This design comes from an exercise in tuning for small area, a short achievable clock period and few clock cycles per item on the open sky130 flow, not from production work.
In this exercise RTL edits were held to simulation tests only and were not proved equivalent to the original.
Power and IR drop assume default switching activity.

## rgbe2rgba
module rgbe2rgba (
    input  wire        clk,
    input  wire        rst,         
    input  wire        in_valid,
    output wire        in_ready,
    input  wire [31:0] in_rgbe,     
    input  wire        in_mode,     
    output wire        out_valid,
    input  wire        out_ready,
    output wire [31:0] out_r,
    output wire [31:0] out_g,
    output wire [31:0] out_b,
    output wire [31:0] out_a
);
    localparam [31:0] ONE = 32'h3F800000;
    wire [7:0] rot_r, rot_g, rot_b;
    wire       inc_r, inc_g, inc_b;
    wire [1:0] top_r, top_g, top_b;
    wire [7:0] ex_r, ex_g, ex_b;
    rgbe_channel u_r (.m(in_rgbe[7:0]),   .e(in_rgbe[31:24]), .mode(in_mode),
                      .rot(rot_r), .inc(inc_r), .top(top_r), .ex(ex_r));
    rgbe_channel u_g (.m(in_rgbe[15:8]),  .e(in_rgbe[31:24]), .mode(in_mode),
                      .rot(rot_g), .inc(inc_g), .top(top_g), .ex(ex_g));
    rgbe_channel u_b (.m(in_rgbe[23:16]), .e(in_rgbe[31:24]), .mode(in_mode),
                      .rot(rot_b), .inc(inc_b), .top(top_b), .ex(ex_b));
    reg        s1_valid;
    reg [18:0] s1_r, s1_g, s1_b;    
    wire s1_load = !s1_valid || out_ready;
    assign in_ready = s1_load;
    always @(posedge clk) begin
        if (rst) begin
            s1_valid <= 1'b0;
        end else if (s1_load) begin
            s1_valid <= in_valid;
        end
        if (s1_load) begin
            s1_r <= {ex_r, top_r, inc_r, rot_r};
            s1_g <= {ex_g, top_g, inc_g, rot_g};
            s1_b <= {ex_b, top_b, inc_b, rot_b};
        end
    end
    rgbe_round v_r (.rot(s1_r[7:0]), .inc(s1_r[8]), .top(s1_r[10:9]), .ex(s1_r[18:11]), .f(out_r));
    rgbe_round v_g (.rot(s1_g[7:0]), .inc(s1_g[8]), .top(s1_g[10:9]), .ex(s1_g[18:11]), .f(out_g));
    rgbe_round v_b (.rot(s1_b[7:0]), .inc(s1_b[8]), .top(s1_b[10:9]), .ex(s1_b[18:11]), .f(out_b));
    assign out_valid = s1_valid;
    assign out_a = ONE;
endmodule
For scale: about 5000 um2 of cells after synthesis.
==> flow/config.mk <==
export PLATFORM = sky130hd
export DESIGN_NAME = rgbe2rgba
export DESIGN_NICKNAME = rgbe2rgba
export VERILOG_FILES = /design/flow/design.v
export SDC_FILE = /design/flow/constraint.sdc
export NUM_CORES = 4
export LEC_CHECK = 0
export ABC_AREA = 1
export CAP_MARGIN = 20
export CORE_MARGIN = 2
export CORE_UTILIZATION = 40
export SETUP_SLACK_MARGIN = 3.6
export SLEW_MARGIN = 20
==> flow/constraint.sdc <==
create_clock -name core_clock -period 7.0 [get_ports {clk}]
set_input_delay 1.4000 -clock core_clock [delete_from_list [all_inputs] [get_ports {clk}]]
set_output_delay 1.4000 -clock core_clock [all_outputs]
set_load 0.01 [all_outputs]
standard.sh (not shown) runs the stock make flow with config.mk's settings and CLKGATE_MAP_FILE= SYNTH_SCRIPT=/design/flow/synth_recipe.tcl, a recipe that flattens the netlist after the stock synthesis.
==> flow/flow/run.sh <==
#!/bin/bash
# The standard layout with two changes:
#  1. after the standard synthesis, the combinational gates are re-mapped
#     for area by ABC's default script (flow/resynth.tcl); every register and
#     tie cell keeps its instance name and cell type;
#  2. the port buffers that global placement inserts use the small
#     sky130_fd_sc_hd__buf_1 instead of the cell the resizer picks by default.
# Timing repair, CTS, routing and the rest are ORFS's own (the standard.sh).
set -euo pipefail
here=$(pwd)
res=$here/orfs/results/$FLOW_PLATFORM/rgbe2rgba/base
bash standard.sh synth > standard_synth.log 2>&1
cp $res/1_2_yosys.v $here/std_1_2_yosys.v
RESYNTH_LIB=$FLOW_HOME/platforms/sky130hd/lib/sky130_fd_sc_hd__tt_025C_1v80.lib \
RESYNTH_IN=$here/std_1_2_yosys.v RESYNTH_OUT=$here/resynth.v \
  $FLOW_HOME/../tools/install/yosys/bin/yosys -c $here/flow/resynth.tcl > resynth.log 2>&1
if grep -E '^\s*(wire|input|output|reg)\b' resynth.v | sed 's/\[[0-9]*:[0-9]*\]//' | grep -q '[/:]'; then
  echo "resynth: bad net name" >&2; exit 1
fi
cp $here/resynth.v $res/1_2_yosys.v
rm -f $res/1_synth.odb $res/1_synth.sdc
bash standard.sh "BUFFER_PORTS_ARGS=-buffer_cell sky130_fd_sc_hd__buf_1" finish > standard.log 2>&1
==> flow/flow/resynth.tcl <==
# Re-map the combinational logic of the standard synthesis netlist for area.
# Every flip-flop and tie cell is kept as it is (same instance name and cell
# type); only the gates between them are re-mapped by ABC's default script.
yosys -import
set lib $::env(RESYNTH_LIB)
read_liberty -wb -ignore_miss_func $lib
blackbox =sky130_fd_sc_hd__edfxtp_1 =sky130_fd_sc_hd__dfxtp_1 =sky130_fd_sc_hd__conb_1
read_verilog $::env(RESYNTH_IN)
hierarchy -top $::env(FLOW_TOP)
flatten -wb
opt -purge
abc -liberty $lib -dont_use *lpflow* -dont_use *probe* -dont_use *clkdly* -dont_use *dlygate* -dont_use *dlymetal*
opt_clean -purge
setundef -zero
hilomap -singleton -hicell sky130_fd_sc_hd__conb_1 HI -locell sky130_fd_sc_hd__conb_1 LO
splitnets
opt_clean -purge
insbuf -buf sky130_fd_sc_hd__buf_4 A X
opt_clean -purge
stat -liberty $lib
write_verilog -noattr -noexpr -nohex -nodec $::env(RESYNTH_OUT)
Testbench counts at the start, summed over its fixed seeds: cycles 32,008, items 32,000.
Then changed:
SETUP_SLACK_MARGIN = 3.9   (was 3.6)
The new run completed without violations.
Global-route usage increases by 2.3 points.
Utilization came out higher by 9.4 points.
Setup slack loses 0.079 ns.
First-iteration DRC count is higher by a quarter to a third.
Total power goes up by a few percent.
Count of clock-buffer cells in the layout came out higher by 3.
Maximum frequency went down by a few percent.
Non-clock buffer count went up by 58.
Hold slack is worse by 0.21 ns.
Clock skew hardly moves.
Then changed:
CORE_UTILIZATION = 65   (was 40)
PLACE_DENSITY = 0.82   (was unset)
SETUP_SLACK_MARGIN = 3.3   (was 3.9)
Outcome:
- synthesized cell count does not change
- clock skew hardly moves
- worst setup slack degrades by 0.15 ns
- power went down by 21%
- hold slack loses 0.033 ns
- register-to-register slack barely changes
Then changed:
--- a/flow/flow/resynth.tcl
+++ b/flow/flow/resynth.tcl
@@ -1,5 +1,5 @@
 # Re-map the combinational logic of the standard synthesis netlist for area.
 # Every flip-flop and tie cell is kept as it is (same instance name and cell
-# type); only the gates between them are re-mapped by ABC's default script.
+# type); only the gates between them are re-mapped for area by ABC (deepsyn, then dch and nf with area recovery).
 yosys -import
 set lib $::env(RESYNTH_LIB)
@@ -10,5 +10,5 @@
 flatten -wb
 opt -purge
-abc -liberty $lib -dont_use *lpflow* -dont_use *probe* -dont_use *clkdly* -dont_use *dlygate* -dont_use *dlymetal*
+abc -script "+strash;&get,-n;&deepsyn,-T,30;&dch,-f;&nf,-R,1000;&put" -liberty $lib -dont_use *lpflow* -dont_use *probe* -dont_use *clkdly* -dont_use *dlygate* -dont_use *dlymetal*
 opt_clean -purge
 setundef -zero
CORE_UTILIZATION = 40   (was 65)
CTS_BUF_LIST = sky130_fd_sc_hd__clkbuf_4 sky130_fd_sc_hd__clkbuf_8   (was unset)
PLACE_DENSITY = unset   (was 0.82)
The changed run passed the timing, DRC and antenna checks.
First-iteration DRC count decreases by 44%.
Power is higher by 1.6%.
Combinational power goes up by 15%.
Fmax drops by 2.6%.
Wire length went down by 7.1%.

## what the ideal ports hide
In the flow no input, the clock included, has a driving cell. The finished layouts below were timed again as built, in two steps.
Step 1, drivers: a clkbuf_16 drives clk and a buf_2 each remaining input, both assumed.
Step 2 moves the port delays by t, midway between the first and last clock arrival at a register: inputs arrive t later, outputs are due t later. That takes back most of the time a late clock gives input paths.
a / b / c = no drivers / after step 1 / after step 2; a / b = the first two.
run	t, ns	slack for setup (ns)	worst data-port slew with drivers (ns)	cell pins on the clock port's net
the first run	0.369	3.506 / 3.492 / 3.122	0.07	1
the second run	0.370	3.427 / 3.422 / 3.051	0.07	1
the third run	0.377	3.273 / 3.274 / 2.897	0.04	1
the fourth run	0.372	3.174 / 3.159 / 2.787	0.07	1
After both steps every run listed still meets setup and hold. For the fourth run, which loses most, drivers alone change the setup slack by -0.015 ns; drivers and shift together by -0.387 ns.
